This design comes from an exercise in tuning for small area on the open sky130 flow, not from production work.
RTL that was checked went through simulation tests only; none was proved equivalent to the original.
No activity file was given, so power comes from the tool's default toggle rates.

== build 94 ==
// async_fifo_dual
module async_fifo_dual (
    input  wire        clk,
    input  wire        rst_n,           
    input  wire        a_valid,
    input  wire [11:0] a_cmd,
    output reg  [18:0] a_rsp,
    output reg         a_rsp_valid,
    output wire        a_err,
    input  wire        ser_ext,         
    input  wire        s_valid,
    input  wire [11:0] s_cmd,
    output reg  [18:0] s_rsp,
    output reg         s_rsp_valid,
    input  wire        p_txe,
    input  wire        p_rxne,
    input  wire [7:0]  p_rdata,
    output reg  [7:0]  p_wdata,
    output reg         p_wr,
    output reg         p_rd,
    output reg         p_clr_rxne,
    output wire        p_txeie,
    output wire        irq
);
Size: about 1400 cells after synthesis, ~510 flip-flops, roughly 93 I/O pins.
export LEC_CHECK = 0
export CAP_MARGIN = 0
export CORE_MARGIN = 2
export CORE_UTILIZATION = 70
export SLEW_MARGIN = 0
export SYNTH_HIERARCHICAL = 1
create_clock -name core_clock -period 13.0 [get_ports {clk}]
standard.sh (not shown) runs the stock make flow with config.mk's settings and CLKGATE_MAP_FILE= SYNTH_SCRIPT=/design/flow/synth_recipe.tcl, a recipe that flattens the netlist after the stock synthesis.
==> flow/flow/run.sh <==
#!/bin/bash
# Layout: the standard flow (standard.sh) with these changes:
#  - synthesis: ORFS's synthesis script unchanged except for the ABC mapping
#    script (flow/abc_relaxed.script: AIG clean-up, choices, then one &nf
#    mapping with the delay relaxed for area and no final buffering or
#    resizing; the clock period leaves ample slack); registers are untouched
#    by ABC, so
#    they are the standard synthesis's, and synth_recipe.tcl's wrapper
#    (-nofsm -noshare, flatten, rename) is kept as is;
#  - port buffers use the smallest buffer cell (every port still gets one);
#  - CTS uses clkbuf_4 clusters of up to 11 sinks within 36 um, no dummy loads.
# Make's output goes to standard_flow.log; each ORFS step keeps its own log
# under orfs/logs.
set -euo pipefail
W=$(pwd)
F=$(cd "$(dirname "$0")" && pwd)

cp "$FLOW_HOME/scripts/synth.tcl" own_synth.tcl
cp "$FLOW_HOME/scripts/synth_preamble.tcl" own_synth_preamble.tcl
sed -i "s#source \$::env(SCRIPTS_DIR)/synth_preamble.tcl#source $W/own_synth_preamble.tcl#" own_synth.tcl
sed -i "s#set abc_script \$::env(SCRIPTS_DIR)/abc_speed.script#set abc_script $F/abc_relaxed.script#" own_synth_preamble.tcl
sed "s#source \$::env(SCRIPTS_DIR)/synth.tcl#source $W/own_synth.tcl#" synth_recipe.tcl > own_synth_recipe.tcl
sed "s#SYNTH_SCRIPT=[^ ]*synth_recipe.tcl#SYNTH_SCRIPT=$W/own_synth_recipe.tcl#" standard.sh > own_standard.sh
grep -q "own_synth_preamble.tcl" own_synth.tcl
grep -q "abc_relaxed.script" own_synth_preamble.tcl
grep -q "own_synth.tcl" own_synth_recipe.tcl
grep -q "own_synth_recipe.tcl" own_standard.sh

export BUFFER_PORTS_ARGS="-buffer_cell sky130_fd_sc_hd__buf_1"
export CTS_ARGS="-sink_clustering_enable -repair_clock_nets -sink_clustering_size 11 -sink_clustering_max_diameter 36 -dont_use_dummy_load -buf_list sky130_fd_sc_hd__clkbuf_4"
bash own_standard.sh > standard_flow.log 2>&1
==> flow/flow/abc_relaxed.script <==
strash
ifraig
dc2
strash
&get -n
&dch -f
&nf -R 1000 -p
&put
topo
The following lists how build 47 was set up differently from build 94:
- changing CAP_MARGIN from 0 to 20
- changing SLEW_MARGIN from 0 to 20
==> flow/flow/run.sh <==
#!/bin/bash
# Standard ORFS layout with two placement/CTS arguments changed:
#  - port buffers use the smallest buffer cell
#  - CTS clusters up to 25 sinks within 100 um and adds no dummy loads
set -euo pipefail
export BUFFER_PORTS_ARGS="-buffer_cell sky130_fd_sc_hd__buf_1"
export CTS_ARGS="-sink_clustering_enable -repair_clock_nets -sink_clustering_size 14 -sink_clustering_max_diameter 50 -dont_use_dummy_load -buf_list \"sky130_fd_sc_hd__clkbuf_4 sky130_fd_sc_hd__clkbuf_8\""
bash standard.sh > standard_flow.log 2>&1
removed: flow/flow/abc_relaxed.script
--- outcome ---
Between build 94 and build 47, worst hold slack is lower for build 94, build 47 comes in above that.
Build 94 → build 47: final design area excluding fillers increased by about 2% relative to the old numbers, worst-path maximum fanout now larger.
Max share of cell area taken by muxes after synthesis across build 94 and build 47: build 47
Between build 94 and build 47, first-pass GRT wire length is higher for build 47, build 94 comes in under that.
The worst hold path depth was comparable across build 94 and build 47.
Input-level comparison between build 63 and build 47:
==> flow/flow/run.sh <==
#!/bin/bash
# Layout: the standard flow (standard.sh) with these changes:
#  - synthesis: ORFS's synthesis script unchanged except for the ABC mapping
#    script (flow/abc_relaxed.script: AIG clean-up, choices, then one &nf
#    mapping with the delay relaxed for area and no final buffering or
#    resizing; the clock period leaves ample slack); registers are untouched
#    by ABC, so
#    they are the standard synthesis's, and synth_recipe.tcl's wrapper
#    (-nofsm -noshare, flatten, rename) is kept as is;
#  - port buffers use the smallest buffer cell (every port still gets one);
#  - CTS uses clkbuf_4 clusters of up to 10 sinks within 40 um, no dummy loads.
# Make's output goes to standard_flow.log; each ORFS step keeps its own log
# under orfs/logs.
set -euo pipefail
W=$(pwd)
F=$(cd "$(dirname "$0")" && pwd)

cp "$FLOW_HOME/scripts/synth.tcl" own_synth.tcl
cp "$FLOW_HOME/scripts/synth_preamble.tcl" own_synth_preamble.tcl
sed -i "s#source \$::env(SCRIPTS_DIR)/synth_preamble.tcl#source $W/own_synth_preamble.tcl#" own_synth.tcl
sed -i "s#set abc_script \$::env(SCRIPTS_DIR)/abc_speed.script#set abc_script $F/abc_relaxed.script#" own_synth_preamble.tcl
sed "s#source \$::env(SCRIPTS_DIR)/synth.tcl#source $W/own_synth.tcl#" synth_recipe.tcl > own_synth_recipe.tcl
sed "s#SYNTH_SCRIPT=[^ ]*synth_recipe.tcl#SYNTH_SCRIPT=$W/own_synth_recipe.tcl#" standard.sh > own_standard.sh
grep -q "own_synth_preamble.tcl" own_synth.tcl
grep -q "abc_relaxed.script" own_synth_preamble.tcl
grep -q "own_synth.tcl" own_synth_recipe.tcl
grep -q "own_synth_recipe.tcl" own_standard.sh

export BUFFER_PORTS_ARGS="-buffer_cell sky130_fd_sc_hd__buf_1"
export CTS_ARGS="-sink_clustering_enable -repair_clock_nets -sink_clustering_size 10 -sink_clustering_max_diameter 40 -dont_use_dummy_load -buf_list sky130_fd_sc_hd__clkbuf_4"
bash own_standard.sh > standard_flow.log 2>&1
==> flow/flow/abc_relaxed.script (new file) <==
strash
ifraig
dc2
strash
&get -n
&dch -f
&nf -R 1000 -p
&put
topo
[summary]
- Build 63 vs build 47 — detailed-routing iteration count for the pre-antenna-repair pass dropped 1.
- Build 63: PASS, flow complete, no timing, DRC or antenna violations
- Going from build 47 to build 63, switching share of power neither gained nor lost much, overall power lost 0.00016 W.
- The area after synthesis of build 63 is lower than that of build 47.
- Against build 47, first-pass GRT wire length in build 63 came out better.
The following lists how build 23 was set up differently from build 63:
==> flow/flow/run.sh <==
#!/bin/bash
# Standard ORFS layout (the standard.sh) with two arguments changed:
#  - port buffers use the smallest buffer cell (every port still gets one)
#  - CTS uses clkbuf_4 clusters of up to 10 sinks within 40 um, no dummy loads
# The make output goes to standard_flow.log; each ORFS step keeps its own log
# under orfs/logs.
set -euo pipefail
export BUFFER_PORTS_ARGS="-buffer_cell sky130_fd_sc_hd__buf_1"
export CTS_ARGS="-sink_clustering_enable -repair_clock_nets -sink_clustering_size 10 -sink_clustering_max_diameter 40 -dont_use_dummy_load -buf_list sky130_fd_sc_hd__clkbuf_4"
bash standard.sh > standard_flow.log 2>&1
removed: flow/flow/abc_relaxed.script
==> comparison <==
- Against build 63 as the reference, build 23 delivers a higher number of cell instances on the worst register-to-register path.
- Looking at clock period minus final worst setup slack, build 23 sits 650 ps above build 63.
- [compare] base=build 63 new=build 23: first-iteration DRC count saw a decrease; setup slack of the critical path after layout decreased 650 ps; routed wire length went up by about 6%.
- Between build 63 and build 23, first-pass iteration count of the detailed router is higher for build 23, build 63 comes in under that.
- Build 63 -> build 23: leakage power increased by a few percent
- Number of rows created at floorplan: build 23 > build 63
- Compared with build 63, build 23 shows a higher net switching power.
- Relative to build 63, build 23 degrades summed area of non-filler cells in the final layout.
The following lists how build 41 was set up differently from build 23:
==> flow/flow/run.sh <==
#!/bin/bash
# Standard ORFS layout with two placement/CTS arguments changed:
#  - port buffers use the smallest buffer cell
#  - CTS clusters up to 25 sinks within 100 um and adds no dummy loads
set -euo pipefail
export BUFFER_PORTS_ARGS="-buffer_cell sky130_fd_sc_hd__buf_1"
export CTS_ARGS="-sink_clustering_enable -repair_clock_nets -sink_clustering_size 25 -sink_clustering_max_diameter 100 -dont_use_dummy_load"
bash standard.sh > standard_flow.log 2>&1
## What came out
- Build 41: all stages complete, timing, DRC and antenna checks passed
- Share of total power in the clock network was higher in the run labelled build 41.
- Going from build 23 to build 41, layout overhead on the synthesized area saw an increase, reg2reg setup slack saw an increase, power saw an increase.
- Build 41 vs build 23 — number of clock buffers in the layout dropped 36.

* * *

Another version of the RTL of async_fifo_dual (not shown whole).
For scale: roughly 1,600 cells after synthesis, ~93 I/O pins, roughly 22,000 um2 of cells after synthesis.
==> flow/design.v (excerpt) <==
module async_fifo_dual (
    input  wire        clk,
    input  wire        rst_n,           
    input  wire        a_valid,
    input  wire [11:0] a_cmd,
    output reg  [18:0] a_rsp,
    output reg         a_rsp_valid,
    output wire        a_err,
    input  wire        ser_ext,         
    input  wire        s_valid,
    input  wire [11:0] s_cmd,
    output reg  [18:0] s_rsp,
    output reg         s_rsp_valid,
    input  wire        p_txe,
    input  wire        p_rxne,
    input  wire [7:0]  p_rdata,
    output reg  [7:0]  p_wdata,
    output reg         p_wr,
    output reg         p_rd,
    output reg         p_clr_rxne,
    output wire        p_txeie,
    output wire        irq
);
==> flow/config.mk <==
export PLATFORM = sky130hd
export DESIGN_NAME = async_fifo_dual
export DESIGN_NICKNAME = async_fifo_dual
export VERILOG_FILES = /design/flow/design.v
export SDC_FILE = /design/flow/constraint.sdc
export NUM_CORES = 4
export LEC_CHECK = 0
export CAP_MARGIN = 20
export CORE_MARGIN = 2
export CORE_UTILIZATION = 70
export CTS_CLUSTER_DIAMETER = 100
export CTS_CLUSTER_SIZE = 25
export SLEW_MARGIN = 20
==> flow/constraint.sdc <==
create_clock -name core_clock -period 13.0 [get_ports {clk}]
set_input_delay 2.6000 -clock core_clock [delete_from_list [all_inputs] [get_ports {clk}]]
set_output_delay 2.6000 -clock core_clock [all_outputs]
set_load 0.01 [all_outputs]
run.sh (not shown) runs the stock make flow with config.mk's settings and CLKGATE_MAP_FILE= SYNTH_SCRIPT=/design/flow/synth_recipe.tcl, a recipe that flattens the netlist after the stock synthesis.
Stock flow here: none of the scripts above is used.
Then changed:
--- a/flow/config.mk
+++ b/flow/config.mk
@@ -8,6 +8,6 @@
 export CAP_MARGIN = 20
 export CORE_MARGIN = 2
-export CORE_UTILIZATION = 70
-export CTS_CLUSTER_DIAMETER = 100
-export CTS_CLUSTER_SIZE = 25
+export CORE_UTILIZATION = 65
+export CTS_CLUSTER_DIAMETER = 60
+export CTS_CLUSTER_SIZE = 30
 export SLEW_MARGIN = 20
Core utilization came out lower by 3.0 points.
Non-clock buffer count is unchanged.
Area after synthesis is unchanged.
Design area came out higher by 2.6%.
Global-route usage came out lower by 3.1 points.
Hold slack is better by 0.0038 ns.
Power came out higher by 12%.
Maximum frequency came out higher by 0.43%.
Count of clock-buffer cells in the layout came out lower by 1.
Routed wire length came out lower by 2.8%.
No functional check of the RTL was part of any run of this note.

* * *

## run 1
async_fifo_dual with an RTL version that a note above also has.
Size in the first run: ~1400 cells after synthesis, about 510 flip-flops, ~93 I/O pins.
Design async_fifo_dual, start of the top module:
module async_fifo_dual (
    input  wire        clk,
    input  wire        rst_n,           
    input  wire        a_valid,
    input  wire [11:0] a_cmd,
    output reg  [18:0] a_rsp,
    output reg         a_rsp_valid,
    output wire        a_err,
    input  wire        ser_ext,         
    input  wire        s_valid,
    input  wire [11:0] s_cmd,
    output reg  [18:0] s_rsp,
    output reg         s_rsp_valid,
    input  wire        p_txe,
    input  wire        p_rxne,
    input  wire [7:0]  p_rdata,
    output reg  [7:0]  p_wdata,
    output reg         p_wr,
    output reg         p_rd,
    output reg         p_clr_rxne,
    output wire        p_txeie,
    output wire        irq
);
export LEC_CHECK = 0
export CAP_MARGIN = 20
export CORE_MARGIN = 2
export CORE_UTILIZATION = 70
export SLEW_MARGIN = 20
export SYNTH_HIERARCHICAL = 1
create_clock -name core_clock -period 13.0 [get_ports {clk}]
standard.sh (not shown) runs the stock make flow with config.mk's settings and CLKGATE_MAP_FILE= SYNTH_SCRIPT=/design/flow/synth_recipe.tcl, a recipe that flattens the netlist after the stock synthesis.
==> flow/flow/run.sh <==
#!/bin/bash
# Layout: the standard flow (standard.sh) with these changes:
#  - synthesis: ORFS's synthesis script unchanged except for the ABC mapping
#    script (flow/abc_relaxed.script: ORFS's speed script with the delay
#    relaxed for area in &nf and without the final buffering and resizing,
#    the clock period leaves ample slack); registers are untouched by ABC, so
#    they are the standard synthesis's, and synth_recipe.tcl's wrapper
#    (-nofsm -noshare, flatten, rename) is kept as is;
#  - port buffers use the smallest buffer cell (every port still gets one);
#  - CTS uses clkbuf_4 clusters of up to 10 sinks within 40 um, no dummy loads.
# Make's output goes to standard_flow.log; each ORFS step keeps its own log
# under orfs/logs.
set -euo pipefail
W=$(pwd)
F=$(cd "$(dirname "$0")" && pwd)

cp "$FLOW_HOME/scripts/synth.tcl" own_synth.tcl
cp "$FLOW_HOME/scripts/synth_preamble.tcl" own_synth_preamble.tcl
sed -i "s#source \$::env(SCRIPTS_DIR)/synth_preamble.tcl#source $W/own_synth_preamble.tcl#" own_synth.tcl
sed -i "s#set abc_script \$::env(SCRIPTS_DIR)/abc_speed.script#set abc_script $F/abc_relaxed.script#" own_synth_preamble.tcl
sed "s#source \$::env(SCRIPTS_DIR)/synth.tcl#source $W/own_synth.tcl#" synth_recipe.tcl > own_synth_recipe.tcl
sed "s#SYNTH_SCRIPT=[^ ]*synth_recipe.tcl#SYNTH_SCRIPT=$W/own_synth_recipe.tcl#" standard.sh > own_standard.sh
grep -q "own_synth_preamble.tcl" own_synth.tcl
grep -q "abc_relaxed.script" own_synth_preamble.tcl
grep -q "own_synth.tcl" own_synth_recipe.tcl
grep -q "own_synth_recipe.tcl" own_standard.sh

export BUFFER_PORTS_ARGS="-buffer_cell sky130_fd_sc_hd__buf_1"
export CTS_ARGS="-sink_clustering_enable -repair_clock_nets -sink_clustering_size 10 -sink_clustering_max_diameter 40 -dont_use_dummy_load -buf_list sky130_fd_sc_hd__clkbuf_4"
bash own_standard.sh > standard_flow.log 2>&1
==> flow/flow/abc_relaxed.script <==
&get -n
&st
&dch
&nf -R 1000 -p
&st
&syn2
&if -g -K 6
&synch2
&nf -R 1000 -p
&st
&syn2
&if -g -K 6
&synch2
&nf -R 1000 -p
&st
&syn2
&if -g -K 6
&synch2
&nf -R 1000 -p
&st
&syn2
&if -g -K 6
&synch2
&nf -R 1000 -p
&st
&syn2
&if -g -K 6
&synch2
&nf -R 1000 -p
&put
topo
Modified inputs, run 2 compared to run 1
==> flow/flow/run.sh <==
#!/bin/bash
# Standard ORFS layout with two placement/CTS arguments changed:
#  - port buffers use the smallest buffer cell
#  - CTS clusters up to 25 sinks within 100 um and adds no dummy loads
set -euo pipefail
export BUFFER_PORTS_ARGS="-buffer_cell sky130_fd_sc_hd__buf_1"
export CTS_ARGS="-sink_clustering_enable -repair_clock_nets -sink_clustering_size 10 -sink_clustering_max_diameter 40 -dont_use_dummy_load -buf_list sky130_fd_sc_hd__clkbuf_4"
bash standard.sh > standard_flow.log 2>&1
removed: flow/flow/abc_relaxed.script
==> comparison <==
Count of cell types in the netlist ends up lower on run 1.
Run 2 vs run 1 — power per cell area dropped slightly
Average wire length per cell after detail routing is lower on run 1
Setup WNS run 1 -> run 2: worse
Between run 2 and run 1, the fraction of final layout cells with drive strength greater than 1 is higher for run 2.
Run 2 ended up with compound AO/OA/AOI/OAI gates as its main combinational cell family by area after synthesis; run 1 ended up with simple AND/OR/NAND/NOR gates.
Run 2 vs run 1: finished layout cell area up
Run 2 ended up with met4 as its uppermost layer routed; run 1 ended up with met5.
Taking run 1 as the reference, in run 2 number of levels the H-tree was split into closely matched the old numbers; power now sits higher.
Via count of the first global-routing pass in run 2 is 3.2% above run 1.
Re arrival time at the worst endpoint: run 1 was lower than run 2.
## Diff of input files: run 3 against run 2
==> flow/flow/run.sh <==
#!/bin/bash
# Standard ORFS layout with two placement/CTS arguments changed:
#  - port buffers use the smallest buffer cell
#  - CTS clusters up to 25 sinks within 100 um and adds no dummy loads
set -euo pipefail
export BUFFER_PORTS_ARGS="-buffer_cell sky130_fd_sc_hd__buf_1"
export CTS_ARGS="-sink_clustering_enable -repair_clock_nets -sink_clustering_size 18 -sink_clustering_max_diameter 60 -dont_use_dummy_load -buf_list sky130_fd_sc_hd__clkbuf_8"
bash standard.sh > standard_flow.log 2>&1
Notes after the runs:
- Between run 2 and run 3, the arrival time of the worst setup path is higher for run 3.
- Diff run 2..run 3 | cell area reported after detailed placement | unchanged
- Run 2 -> run 3: final design area excluding fillers flat
- Status: number of buffers other than clock buffers in the final layout parity (run 2, run 3)

## static timing again, ports no longer ideal
Ports are ideal in the flow. The routed layouts listed here were re-timed in OpenROAD.
Step 1 sets driving cells, clkbuf_16 on the clock port and buf_2 on the other inputs (assumed; they add their load-dependent delay and slew).
Step 2, shift: input delay + t, output delay - t, t = (earliest + latest rising clock arrival at the registers) / 2. This alone moves slack from input paths to output paths.
a / b / c = ideal ports / drivers / drivers and shift; a / b = the first two.
run	t, ns	slack for setup (ns)	worst setup path at the end	worst data-port slew with drivers (ns)	pins driven straight from the clock port
build 94	0.718	5.812 / 5.761 / 5.825	input to output	0.08	1
build 47	0.602	4.942 / 4.921 / 4.921	input to output	0.05	1
build 63	0.752	5.604 / 5.556 / 5.834	input to output	0.08	1
build 23	0.769	4.952 / 4.930 / 4.930	input to output	0.05	1
build 41	0.586	4.955 / 4.934 / 4.934	input to output	0.06	1
the first run of note 2	0.614	4.194 / 4.168 / 4.168	input to output	0.07	1
the second run of note 2	0.587	4.232 / 4.158 / 4.158	input to output	0.09	1
run 1	0.776	5.756 / 5.735 / 5.735	input to output	0.04	1
run 2	0.769	4.952 / 4.930 / 4.930	input to output	0.05	1
run 3	0.601	4.889 / 4.868 / 4.868	input to output	0.06	1
After both steps setup and hold are still met in every run listed. The setup slack of the second run of note 2, which loses most, moves by -0.074 ns with the drivers and by -0.074 ns with both steps.
